What follows belongs to an exercise in optimizing a design on an open flow for small area, a short achievable clock period and few clock cycles; a production flow would make more cautious choices. Function was checked by simulation only, so behaviour that the tests miss may differ from the original.

==> flow/design.v, too long to show whole: its modules and the start of the top module <==
// module wfe_fround: 43 lines
// module wfe_fmul: 32 lines
// module wfe_booth: 19 lines
// module wfe_mul24: 1879 lines
// module wfe_fadd: 98 lines
// module wfe_padd: 30 lines
// module wfe_pinc: 24 lines
// module wfe_fwd_line: 333 lines
// module wfe_fnorm: 23 lines
module wfe_fwd_line (
    input  wire        clk,
    input  wire        rst,
    input  wire        tap_we,
    input  wire        tap_hi,
    input  wire [3:0]  tap_idx,
    input  wire [31:0] tap_data,
    input  wire        start,
    input  wire [5:0]  n,
    input  wire [4:0]  lsz,
    input  wire [4:0]  hsz,
    input  wire        inv,
    output reg         busy,
    input  wire        in_valid,
    input  wire [31:0] in_data,
    output reg         in_ready,
    output wire        out_valid,
    output wire [31:0] out_data,
    output reg         done,
    output reg         err
);
  // ...
==> flow/run.sh <==
#!/bin/bash
# synth_recipe.tcl (not shown) runs the flow's synth.tcl, then flattens the netlist and writes it again
# the make line also repeats each setting of config.mk as NAME=value (left out here)
make -C /OpenROAD-flow-scripts/flow DESIGN_CONFIG=/design/flow/config.mk WORK_HOME=/design/flow/orfs CLKGATE_MAP_FILE= SYNTH_SCRIPT=/design/flow/synth_recipe.tcl finish
==> flow/config.mk <==
export PLATFORM = sky130hd
export DESIGN_NAME = wfe_fwd_line
export DESIGN_NICKNAME = wfe_fwd_line
export VERILOG_FILES = /design/flow/design.v
export SDC_FILE = /design/flow/constraint.sdc
export NUM_CORES = 4
export LEC_CHECK = 0
export ABC_AREA = 1
export CAP_MARGIN = 40
export CORE_MARGIN = 2
export CORE_UTILIZATION = 40
export SLEW_MARGIN = 20
==> flow/constraint.sdc <==
create_clock -name core_clock -period 52.0 [get_ports {clk}]
set_input_delay 10.4000 -clock core_clock [delete_from_list [all_inputs] [get_ports {clk}]]
set_output_delay 10.4000 -clock core_clock [all_outputs]
set_load 0.01 [all_outputs]
==> impl_metrics.csv, run 1 <==
group,metric,value,unit
outcome,run_status,"no timing/DRC/antenna violations",
yosys,synth-main-ff-cell,"edfxtp_1",
worst_setup_path,rrSetupSlack,39.51,ns
grt,grt_pass1_wl,1540000,µm
placement,pre_cts_slack,39.79,ns
worst_hold_path,hold_class,"register to register",
grt,use_met1,42.6,%
final_layout,largest_reg_flops,1056,
worst_setup_path,cp_cell_sequence,"clkdlybuf4s50_1",
sta,setup-violations-final,0,
floorplanning,nWellTaps,8350,
drt,routed.top_layer,"met5",
drt,first_pass_iters,16,
final_layout,syn2layout_area_growth,9.40,%
worst_setup_path,r2r_end,"ob[3][3]",
grt,grtUsageTotal,32.4,%
sta,whs,0.322,ns
yosys,syn_area,252000,µm²
worst_setup_path,cp_top_family,"buffers and inverters",
final_layout,nClkBuffers,445,
yosys,synthAdderAreaFrac,14.4,%
final_layout,layout_common_cells,"nand2_1, inv_1, o21ai_0",
final_layout,multi_input_area,147000,µm²
worst_hold_path,min_path_cells,0,
worst_setup_path,worst_path_largest_cell_delay,0.63,ns
sta,fin_tns_setup,0,ns
final_layout,num_antenna_cells,76,
Testbench counts, summed over its fixed seeds: cycles 25,157.
==> inputs of run 2 (changes only) <==
==> flow/flow/run.sh (new file) <==
#!/bin/bash
# Own layout flow: the standard layout (standard.sh, every ORFS step
# unchanged), except that the buffers the flow puts on the input and output
# ports are sky130_fd_sc_hd__buf_4 rather than the default buffer cell.
# The whole flow's output goes to standard_flow.log; ORFS keeps each step's
# own log under orfs/logs.
set -euo pipefail
export BUFFER_PORTS_ARGS="-buffer_cell sky130_fd_sc_hd__buf_4"
bash standard.sh > standard_flow.log 2>&1
==> flow/standard.sh (new file) <==
#!/bin/bash
# synth_recipe.tcl (not shown) runs the flow's synth.tcl, then flattens the netlist and writes it again
# the make line also repeats each setting of config.mk as NAME=value (left out here)
make -C /OpenROAD-flow-scripts/flow DESIGN_CONFIG=/design/flow/config.mk WORK_HOME=/design/flow/orfs CLKGATE_MAP_FILE= SYNTH_SCRIPT=/design/flow/synth_recipe.tcl "${@:-finish}"
removed: flow/run.sh
==> impl_metrics.csv, run 2 <==
group,metric,value,unit
outcome,run_status,"no timing/DRC/antenna violations",
grt,grtUsageTotal,32.5,%
cts,insertion_delay,1.07,ns
sta,drv_slew,0,
grt,grt_max_degree,181,
cts,cts_resized,0,
worst_setup_path,worst_path_largest_cell_delay,0.60,ns
run,maxCapViolations,0,
yosys,synthArstFlopShare,0,%
worst_setup_path,cp_top_family,"flip-flops",
floorplanning,rows,291,
drt,post-route-drc-count,0,
final_layout,syn2layout_area_growth,9.24,%
grt,gr-total-overflow,0,
worst_setup_path,cp_num_buf_inv,1,
worst_setup_path,cp-end-kind,"output pin",
cts,cts_tree,"yes",
drt,first_pass_iters,10,
yosys,synth-main-ff-cell,"edfxtp_1",
yosys,ys_warn_count,25,
cts,cts_hold_buf,0,
placement,placed_cell_area,263000,µm²
floorplanning,boundaryPins,128,
cts,cts_buffer_depth,4,
yosys,synth_area_leaders,"edfxtp_1, nand2_1, fa_1",
drt,drtIter0Drc,29800,
cts,cts_root_buf,"clkbuf_16",
worst_setup_path,critPathRequiredTime,41.60,ns
final_layout,largest_reg_flops,1056,
worst_setup_path,arrival,1.81,ns
drt,viasPerCell,5.93,
floorplanning,die_y,797,µm
worst_setup_path,path_class,"register to output pin",
final_layout,final_cell_area,275000,µm²
worst_setup_path,start_kind,"register",
sta,relSlewSlack,25.3,%
cts,numCtsBuffers,335,
sta,setup-violations-final,0,
yosys,synthCells,31600,
cts,post_cts_buffers,0,
yosys,yosysSeqAreaShare,33.6,%
sta,fin_tns_setup,0,ns
sta,period_minus_slack,12.21,ns
final_layout,mostFrequentLayoutCell,"nand2_1",
cts,clk_pin_slew,0.06,ns
yosys,yosys.area.top_type,"edfxtp_1",
sta,max_freq,81.9,MHz
floorplanning,coreArea,627000,µm²
cts,cts_num_sinks,3064,
worst_setup_path,path_max_fanout,1,
grt,grt_pass1_vias,222000,
sta,tightest_slew,1.12,ns
grt,grt_pass1_wl,1540000,µm
yosys,synth_edf_count,2325,
yosys,syn_area,252000,µm²
worst_hold_path,hold_class,"register to register",
yosys,synthDominantCellAreaShare,27.8,%
placement,dp_hpwl,771000,µm
drt,detail-route-antenna-nets,0,
final_layout,drive_above_1_share,7.38,%
yosys,synthTopCellsByCount,"nand2_1, inv_1, o21ai_0",
sta,grt_setup_unrepaired,"false",
final_layout,fillCellCount,62600,
worst_setup_path,cp_cell_sequence,"buf_4",
floorplanning,die_x,797,µm
final_layout,layout_common_cells,"nand2_1, inv_1, o21ai_0",
grt,antenna_found_initial,64,
yosys,yosysMostFrequentCell,"nand2_1",
floorplanning,start_util,40.1,%
yosys,yosysUniqueCellTypes,102,
sta,hold_viol_final,0,
sta,skew,0.151,ns
sta,finalWorstSetupSlack,39.79,ns
final_layout,final_core_util,43.8,%
yosys,synth_seq_cells,3064,
worst_setup_path,cpMaxStageDelayCell,"dfxtp_1",
placement,place.gp.congestion,1.04,
drt,routed_wl,1070000,µm
placement,pre_cts_slack,40.46,ns
final_layout,layout.nets,33500,
cts,htree_levels,5,
floorplanning,die_area,635000,µm²
yosys,syn_avg_cell_area,7.96,µm²
sta,timing.final.crit_share,23.5,%
placement,portBuffers,127,
drt,vias,236000,
drt,wl_per_cell,27.0,µm
-- run 2: cell counts after synthesis --
No cell type changed its count.
-- run 2: cell families (layout without fill, tap and decap cells) --
kind of cell,after synthesis,count (layout),share of synthesized area [%]
other cells,1,54,0.00149
fa+ha+maj,2226,2226,14.4
simple gates,12200,12200,20.9
flops,3064,3064,33.6
mux,97,97,0.391
xor+xnor,1906,1906,6.65
compound gates,6691,6691,15.7
buf+inv,5416,5217,8.41
-- run 2: through the flow --
| step | cells | hold slack (ns) |
|---|---|---|
| after CTS | 39700 | 0.325 |
| after detailed placement | 39100 | 0.312 |
| after global placement | 39000 | 0.310 |
| after floorplan | 31600 | 0.310 |
| final | 39800 | 0.323 |
| after global routing | 39800 | 0.329 |
-- run 2: per-layer routing --
layer	vias up	track usage, %	wire length [µm]
met5	-	0	218
met4	37	18.6	74800
met1	114000	42.7	428000
met3	2938	7.48	114000
li1	106000	-	-
met2	13200	49.1	457000
-- run 2: final cells by class --
| type | instances | area [µm²] | area share, % |
|---|---|---|---|
| repair buffers | 903 | 7600 | 2.77 |
| inverters | 3694 | 14000 | 5.08 |
| well taps | 8350 | 10400 | 3.80 |
| multi-input cells | 23100 | 147000 | 53.5 |
| clock buffers | 434 | 9140 | 3.32 |
| clock inverters | 186 | 1980 | 0.719 |
| flip-flops and latches | 3064 | 84700 | 30.8 |
| diodes | 50 | 125 | 0.0455 |
-- run 2: worst paths after layout --
check	from	to	slack, ns	cells past startpoint
worst max-delay path	ob[0][27]	out_data[27]	39.79	1
worst max register to register	qr[3][27]	ob[3][6]	40.14	55
worst min register to register	z1	z2	0.32	0
worst min-delay path	z1	z2	0.32	0
==> module wfe_fadd, before the edit <==
module wfe_fadd (
    input  wire [31:0] a,
    input  wire [31:0] b,
    output reg  [31:0] y
);
    wire [7:0]  ea_f = a[30:23];
    wire [7:0]  eb_f = b[30:23];
    wire        a_top = &ea_f;
    wire        b_top = &eb_f;
    wire        a_frac = |a[22:0];
    wire        b_frac = |b[22:0];
    wire        a_nan = a_top & a_frac;
    wire        b_nan = b_top & b_frac;
    wire        a_inf = a_top & ~a_frac;
    wire        b_inf = b_top & ~b_frac;
    wire        ha = |ea_f;
    wire        hb = |eb_f;
    wire [7:0]  ea = {ea_f[7:1], ea_f[0] | ~ha};
    wire [7:0]  eb = {eb_f[7:1], eb_f[0] | ~hb};
    wire [23:0] ma = {ha, a[22:0]};
    wire [23:0] mb = {hb, b[22:0]};
    wire        sub = a[31] ^ b[31];
    wire [8:0]  dab, dba;
    wfe_padd #(9) u_dab (.x({1'b0, ea}), .y({1'b1, ~eb}), .ci(1'b1), .s(dab));
    wfe_padd #(9) u_dba (.x({1'b0, eb}), .y({1'b1, ~ea}), .ci(1'b1), .s(dba));
    wire        agb = ~dab[8];                   
    wire        d0  = ~dab[8] & ~dba[8];         
    wire        d1  = (dab == 9'd1) | (dba == 9'd1);
    wire [7:0]  eL  = agb ? ea : eb;
    wire [23:0] mL  = agb ? ma : mb;
    wire [23:0] mS  = agb ? mb : ma;
    wire        sL  = agb ? a[31] : b[31];
    wire [7:0]  eLp1 = eL + 8'd1;
    wire [7:0]  eLm1 = eL - 8'd1;
    wire        bigb = |dab[8:5] | (dab[4:0] > 5'd26);
    wire        biga = |dba[8:5] | (dba[4:0] > 5'd26);
    wire [4:0]  shb  = bigb ? 5'd26 : dab[4:0];
    wire [4:0]  sha  = biga ? 5'd26 : dba[4:0];
    wire [49:0] alb  = {mb, 26'd0} >> shb;
    wire [49:0] ala  = {ma, 26'd0} >> sha;
    wire [26:0] mbA  = {alb[49:24], |alb[23:0]};
    wire [26:0] maA  = {ala[49:24], |ala[23:0]};
    wire [26:0] mSa  = agb ? mbA : maA;
    wire [26:0] mLa  = {mL, 3'd0};
    wire [27:0] fs;
    wfe_padd #(28) u_fs (.x({1'b0, mLa}), .y(sub ? {1'b1, ~mSa} : {1'b0, mSa}),
                         .ci(sub), .s(fs));
    wire [23:0] m1 = fs[27:4];
    wire        i1 = fs[3] & ((|fs[2:0]) | m1[0]);
    wire [23:0] m2 = fs[26:3];
    wire        i2 = fs[2] & ((|fs[1:0]) | m2[0]);
    wire [23:0] m3 = fs[25:2];
    wire        i3 = fs[1] & (fs[0] | m3[0]);
    wire [30:0] pk1, pk2, pk3;
    wfe_pinc #(31) u_pk1 (.x({eLp1, m1[22:0]}), .ci(i1), .s(pk1));
    wfe_pinc #(31) u_pk2 (.x({eL,   m2[22:0]}), .ci(i2), .s(pk2));
    wfe_pinc #(31) u_pk3 (.x({eLm1, m3[22:0]}), .ci(i3), .s(pk3));
    wire        o1 = (&eLp1) | (&pk1[30:23]);
    wire        o2 = &pk2[30:23];
    wire [24:0] dd0, dd1, df1;
    wfe_padd #(25) u_dd0 (.x({1'b0, ma}), .y({1'b1, ~mb}), .ci(1'b1), .s(dd0));
    wfe_padd #(25) u_dd1 (.x({1'b0, mb}), .y({1'b1, ~ma}), .ci(1'b1), .s(dd1));
    wfe_padd #(25) u_df1 (.x({mL, 1'b0}), .y({1'b1, ~mS}), .ci(1'b1), .s(df1));
    wire        altb = dd0[24];
    wire [24:0] nv  = d0 ? {(altb ? dd1[23:0] : dd0[23:0]), 1'b0} : df1;
    wire        use_near = sub & (d0 | (d1 & ~df1[24]));
    wire        nsign = d0 ? (altb ? b[31] : a[31]) : sL;
    wire [24:0] lim = (eL < 8'd26) ? (25'd1 << (8'd25 - eL)) : 25'd0;
    wire [24:0] nq  = nv | lim;
    reg  [4:0]  lz;
    integer     i;
    always @* begin
        lz = 5'd24;
        for (i = 0; i < 25; i = i + 1)
            if (nq[i]) lz = 5'd24 - i[4:0];
    end
    wire [24:0] nsh = nv << lz;
    wire [7:0]  nx  = nsh[24] ? eL - {3'd0, lz} : 8'd0;
    wire        nzero = (nv == 25'd0);
    always @* begin
        if (a_nan || b_nan || (a_inf && b_inf && sub))
            y = 32'h7fc0_0000;
        else if (a_inf)
            y = a;
        else if (b_inf)
            y = b;
        else if (use_near)
            y = nzero ? 32'd0 : {nsign, nx, nsh[23:1]};
        else if (fs[27])
            y = o1 ? {sL, 31'h7f80_0000} : {sL, pk1};
        else if (fs[26])
            y = o2 ? {sL, 31'h7f80_0000} : {sL, pk2};
        else if (!sub)
            y = {sL, 8'd0, fs[25:3]};
        else
            y = {sL, pk3};
    end
endmodule
==> inputs of run 3 (changes only) <==
--- a/flow/design.v
+++ b/flow/design.v
@@ -1996,40 +1996,41 @@
     wire [8:0]  dab, dba;
     wfe_padd #(9) u_dab (.x({1'b0, ea}), .y({1'b1, ~eb}), .ci(1'b1), .s(dab));
     wfe_padd #(9) u_dba (.x({1'b0, eb}), .y({1'b1, ~ea}), .ci(1'b1), .s(dba));
-    wire        agb = ~dab[8];                   
-    wire        d0  = ~dab[8] & ~dba[8];         
-    wire        d1  = (dab == 9'd1) | (dba == 9'd1);
+    wire        agb = ~dab[8];
+    wire [7:0]  d   = agb ? dab[7:0] : dba[7:0];
     wire [7:0]  eL  = agb ? ea : eb;
     wire [23:0] mL  = agb ? ma : mb;
     wire [23:0] mS  = agb ? mb : ma;
     wire        sL  = agb ? a[31] : b[31];
+    wire        d0  = agb ? (dba[8] == 1'b0) : 1'b0;    
+    wire        d1  = (d == 8'd1);
     wire [7:0]  eLp1 = eL + 8'd1;
     wire [7:0]  eLm1 = eL - 8'd1;
-    wire        bigb = |dab[8:5] | (dab[4:0] > 5'd26);
-    wire        biga = |dba[8:5] | (dba[4:0] > 5'd26);
-    wire [4:0]  shb  = bigb ? 5'd26 : dab[4:0];
-    wire [4:0]  sha  = biga ? 5'd26 : dba[4:0];
-    wire [49:0] alb  = {mb, 26'd0} >> shb;
-    wire [49:0] ala  = {ma, 26'd0} >> sha;
-    wire [26:0] mbA  = {alb[49:24], |alb[23:0]};
-    wire [26:0] maA  = {ala[49:24], |ala[23:0]};
-    wire [26:0] mSa  = agb ? mbA : maA;
-    wire [26:0] mLa  = {mL, 3'd0};
+    wire        big = |d[7:5] | (d[4:0] > 5'd26);
+    wire [4:0]  dsh = big ? 5'd26 : d[4:0];
+    wire [49:0] al  = {mS, 26'd0} >> dsh;
+    wire [26:0] mSa = {al[49:24], |al[23:0]};
+    wire [26:0] mLa = {mL, 3'd0};
     wire [27:0] fs;
     wfe_padd #(28) u_fs (.x({1'b0, mLa}), .y(sub ? {1'b1, ~mSa} : {1'b0, mSa}),
                          .ci(sub), .s(fs));
-    wire [23:0] m1 = fs[27:4];
-    wire        i1 = fs[3] & ((|fs[2:0]) | m1[0]);
-    wire [23:0] m2 = fs[26:3];
-    wire        i2 = fs[2] & ((|fs[1:0]) | m2[0]);
-    wire [23:0] m3 = fs[25:2];
-    wire        i3 = fs[1] & (fs[0] | m3[0]);
-    wire [30:0] pk1, pk2, pk3;
-    wfe_pinc #(31) u_pk1 (.x({eLp1, m1[22:0]}), .ci(i1), .s(pk1));
-    wfe_pinc #(31) u_pk2 (.x({eL,   m2[22:0]}), .ci(i2), .s(pk2));
-    wfe_pinc #(31) u_pk3 (.x({eLm1, m3[22:0]}), .ci(i3), .s(pk3));
-    wire        o1 = (&eLp1) | (&pk1[30:23]);
-    wire        o2 = &pk2[30:23];
+    reg  [23:0] fm;
+    reg         fr, fst;
+    reg  [7:0]  fx;
+    always @* begin
+        if (fs[27]) begin
+            fm = fs[27:4]; fr = fs[3]; fst = |fs[2:0]; fx = eLp1;
+        end else if (fs[26]) begin
+            fm = fs[26:3]; fr = fs[2]; fst = |fs[1:0]; fx = eL;
+        end else if (!sub) begin
+            fm = fs[26:3]; fr = fs[2]; fst = |fs[1:0]; fx = 8'd0;
+        end else begin
+            fm = fs[25:2]; fr = fs[1]; fst = fs[0];    fx = eLm1;
+        end
+    end
+    wire        finc  = fr & (fst | fm[0]);
+    wire [30:0] fpack;
+    wfe_pinc #(31) u_fpk (.x({fx, fm[22:0]}), .ci(finc), .s(fpack));
     wire [24:0] dd0, dd1, df1;
     wfe_padd #(25) u_dd0 (.x({1'b0, ma}), .y({1'b1, ~mb}), .ci(1'b1), .s(dd0));
     wfe_padd #(25) u_dd1 (.x({1'b0, mb}), .y({1'b1, ~ma}), .ci(1'b1), .s(dd1));
@@ -2059,14 +2060,10 @@
             y = b;
         else if (use_near)
             y = nzero ? 32'd0 : {nsign, nx, nsh[23:1]};
-        else if (fs[27])
-            y = o1 ? {sL, 31'h7f80_0000} : {sL, pk1};
-        else if (fs[26])
-            y = o2 ? {sL, 31'h7f80_0000} : {sL, pk2};
-        else if (!sub)
-            y = {sL, 8'd0, fs[25:3]};
+        else if ((&fx) || (&fpack[30:23]))
+            y = {sL, 31'h7f80_0000};
         else
-            y = {sL, pk3};
+            y = {sL, fpack};
     end
 endmodule
 module wfe_padd #(parameter W = 8) (
==> impl_metrics.csv, run 3 <==
group,metric,value,unit
yosys,yosysSeqAreaShare,35.1,%
sta,whs,0.317,ns
drt,vias,219000,
floorplanning,die_x,781,µm
worst_setup_path,cpMaxStageDelayCell,"dfxtp_1",
worst_setup_path,cp-end-kind,"output pin",
cts,cts_num_sinks,3064,
placement,place.gp.congestion,1.03,
drt,wl_per_cell,25.9,µm
worst_setup_path,path_class,"register to output pin",
cts,clk_pin_slew,0.06,ns
worst_setup_path,worst_path_largest_cell_delay,0.66,ns
grt,antenna_found_initial,69,
sta,drv_slew,0,
cts,post_cts_buffers,0,
final_layout,layout.nets,31500,
sta,setup-violations-final,0,
floorplanning,die_area,610000,µm²
yosys,synth_area_leaders,"edfxtp_1, nand2_1, fa_1",
worst_setup_path,cp_num_buf_inv,1,
floorplanning,coreArea,602000,µm²
sta,timing.final.crit_share,23.6,%
yosys,syn_area,241000,µm²
yosys,synthDominantCellAreaShare,28.9,%
run,maxCapViolations,0,
final_layout,syn2layout_area_growth,9.61,%
yosys,synthCells,29700,
worst_setup_path,cp_top_family,"flip-flops",
sta,period_minus_slack,12.28,ns
yosys,synth_seq_cells,3064,
drt,viasPerCell,5.83,
cts,cts_buffer_depth,4,
yosys,ys_warn_count,25,
drt,drtIter0Drc,27700,
outcome,run_status,"no timing/DRC/antenna violations",
floorplanning,boundaryPins,128,
final_layout,mostFrequentLayoutCell,"nand2_1",
grt,grt_max_degree,158,
cts,htree_levels,5,
yosys,yosysMostFrequentCell,"nand2_1",
sta,fin_tns_setup,0,ns
grt,gr-total-overflow,0,
worst_setup_path,arrival,1.88,ns
final_layout,layout_common_cells,"nand2_1, inv_1, o21ai_0",
worst_setup_path,start_kind,"register",
sta,relSlewSlack,21.8,%
grt,grt_pass1_vias,205000,
sta,grt_setup_unrepaired,"false",
drt,post-route-drc-count,0,
yosys,syn_avg_cell_area,8.14,µm²
worst_setup_path,cp_cell_sequence,"buf_4",
cts,cts_root_buf,"clkbuf_16",
yosys,synthArstFlopShare,0,%
placement,dp_hpwl,692000,µm
floorplanning,start_util,40.1,%
final_layout,drive_above_1_share,6.97,%
cts,cts_resized,0,
drt,routed_wl,974000,µm
drt,detail-route-antenna-nets,0,
sta,skew,0.166,ns
cts,insertion_delay,1.09,ns
worst_hold_path,hold_class,"register to register",
yosys,synth-main-ff-cell,"edfxtp_1",
sta,tightest_slew,1.16,ns
sta,max_freq,81.4,MHz
yosys,yosys.area.top_type,"edfxtp_1",
cts,cts_hold_buf,0,
grt,grtUsageTotal,30.6,%
yosys,synthTopCellsByCount,"nand2_1, inv_1, nor2_1",
final_layout,largest_reg_flops,1056,
worst_setup_path,critPathRequiredTime,41.60,ns
floorplanning,rows,285,
floorplanning,die_y,781,µm
grt,grt_pass1_wl,1400000,µm
cts,numCtsBuffers,338,
placement,portBuffers,127,
cts,cts_tree,"yes",
yosys,synth_edf_count,2325,
sta,hold_viol_final,0,
yosys,yosysUniqueCellTypes,90,
drt,first_pass_iters,9,
worst_setup_path,path_max_fanout,2,
[run 3: stage by stage]
| stage | std cells | worst slack [ns] | utilization [%] | cell area [µm²] |
|---|---|---|---|---|
| after floorplan | 29700 | 40.83 | - | 241000 |
| after global placement | 36700 | 39.99 | 41.7 | 251000 |
| final | 37500 | 39.72 | 44.0 | 265000 |
| after global routing | 37500 | 38.78 | 44.0 | 264000 |
| after CTS | 37400 | 39.71 | 43.8 | 264000 |
| after detailed placement | 36800 | 40.10 | 42.0 | 253000 |
[run 3: area by class of cell]
class,count,area (µm²)
diodes,33,82.6
clock buffers,428,9090
clock inverters,187,1990
fillers,59500,337000
inverters,3492,13200
multi-input cells,21400,138000
flip-flops and latches,3064,84700
well taps,8036,10100
repair buffers,848,7410
[run 3: path summary, 6_finish.rpt]
check | cells past startpoint | slack [ns] | end | start
worst max-delay path | 1 | 39.72 | out_data[16] | ob[0][16]
worst min register to register | 0 | 0.32 | l2 | l1
worst max register to register | 60 | 39.85 | acc[1][25] | qr[1][27]
worst min-delay path | 0 | 0.32 | l2 | l1
[run 3: cells by family after synthesis]
group | count (synthesis) | synth area share, %
other | 1 | 0.00155
buffers and inverters | 5144 | 8.21
XOR/XNOR | 1886 | 6.85
multiplexers | 131 | 0.550
flip-flops | 3064 | 35.1
adder cells (fa/ha/maj) | 2229 | 15.0
AND/OR/NAND/NOR | 11100 | 19.3
AO/OA/AOI/OAI | 6132 | 15.1
[run 3: metal layers]
layer | vias up | share of wire (%) | GRT usage, %
met3 | 2610 | 11 | 7.66
met5 | - | 0.022 | 0
met2 | 11700 | 42 | 45.7
li1 | 99300 | - | -
met4 | 30 | 6.7 | 16.4
met1 | 105000 | 40 | 40.8
Testbench counts of run 3, summed over its fixed seeds: cycles 25,157.

port drivers added, routing unchanged:
Ports are ideal in the flow. The routed layouts listed here were re-timed in OpenROAD.
Step 1 (the two cells are an assumption about what drives the block):
set clk [get_ports {clk}]
set_driving_cell -lib_cell sky130_fd_sc_hd__clkbuf_16 $clk
set_driving_cell -lib_cell sky130_fd_sc_hd__buf_2 [delete_from_list [all_inputs] $clk]
Step 2 adds t to the input delays and takes it off the output delays; t is the mean of the earliest and latest rising clock arrival at the registers after step 1. Input paths then give back, and output paths get back, about the clock's delay inside the block.
Slacks: ideal ports / drivers / drivers and shift; pairs: ideal ports / drivers.
run | t (ns) | setup WS [ns] | worst hold slack (ns) | clock arrival spread, ns | slew at the worst register clock pin (ns)
run 1 | 1.103 | 39.391 / 39.270 / 39.513 | 0.322 / 0.322 / 0.322 | 0.143 / 0.144 | 0.07 / 0.07
run 2 | 1.123 | 39.794 / 39.662 / 40.139 | 0.323 / 0.323 / 0.323 | 0.162 / 0.161 | 0.09 / 0.09
run 3 | 1.127 | 39.717 / 39.576 / 39.847 | 0.317 / 0.317 / 0.317 | 0.199 / 0.200 | 0.08 / 0.08
After both steps every run listed still meets setup and hold.
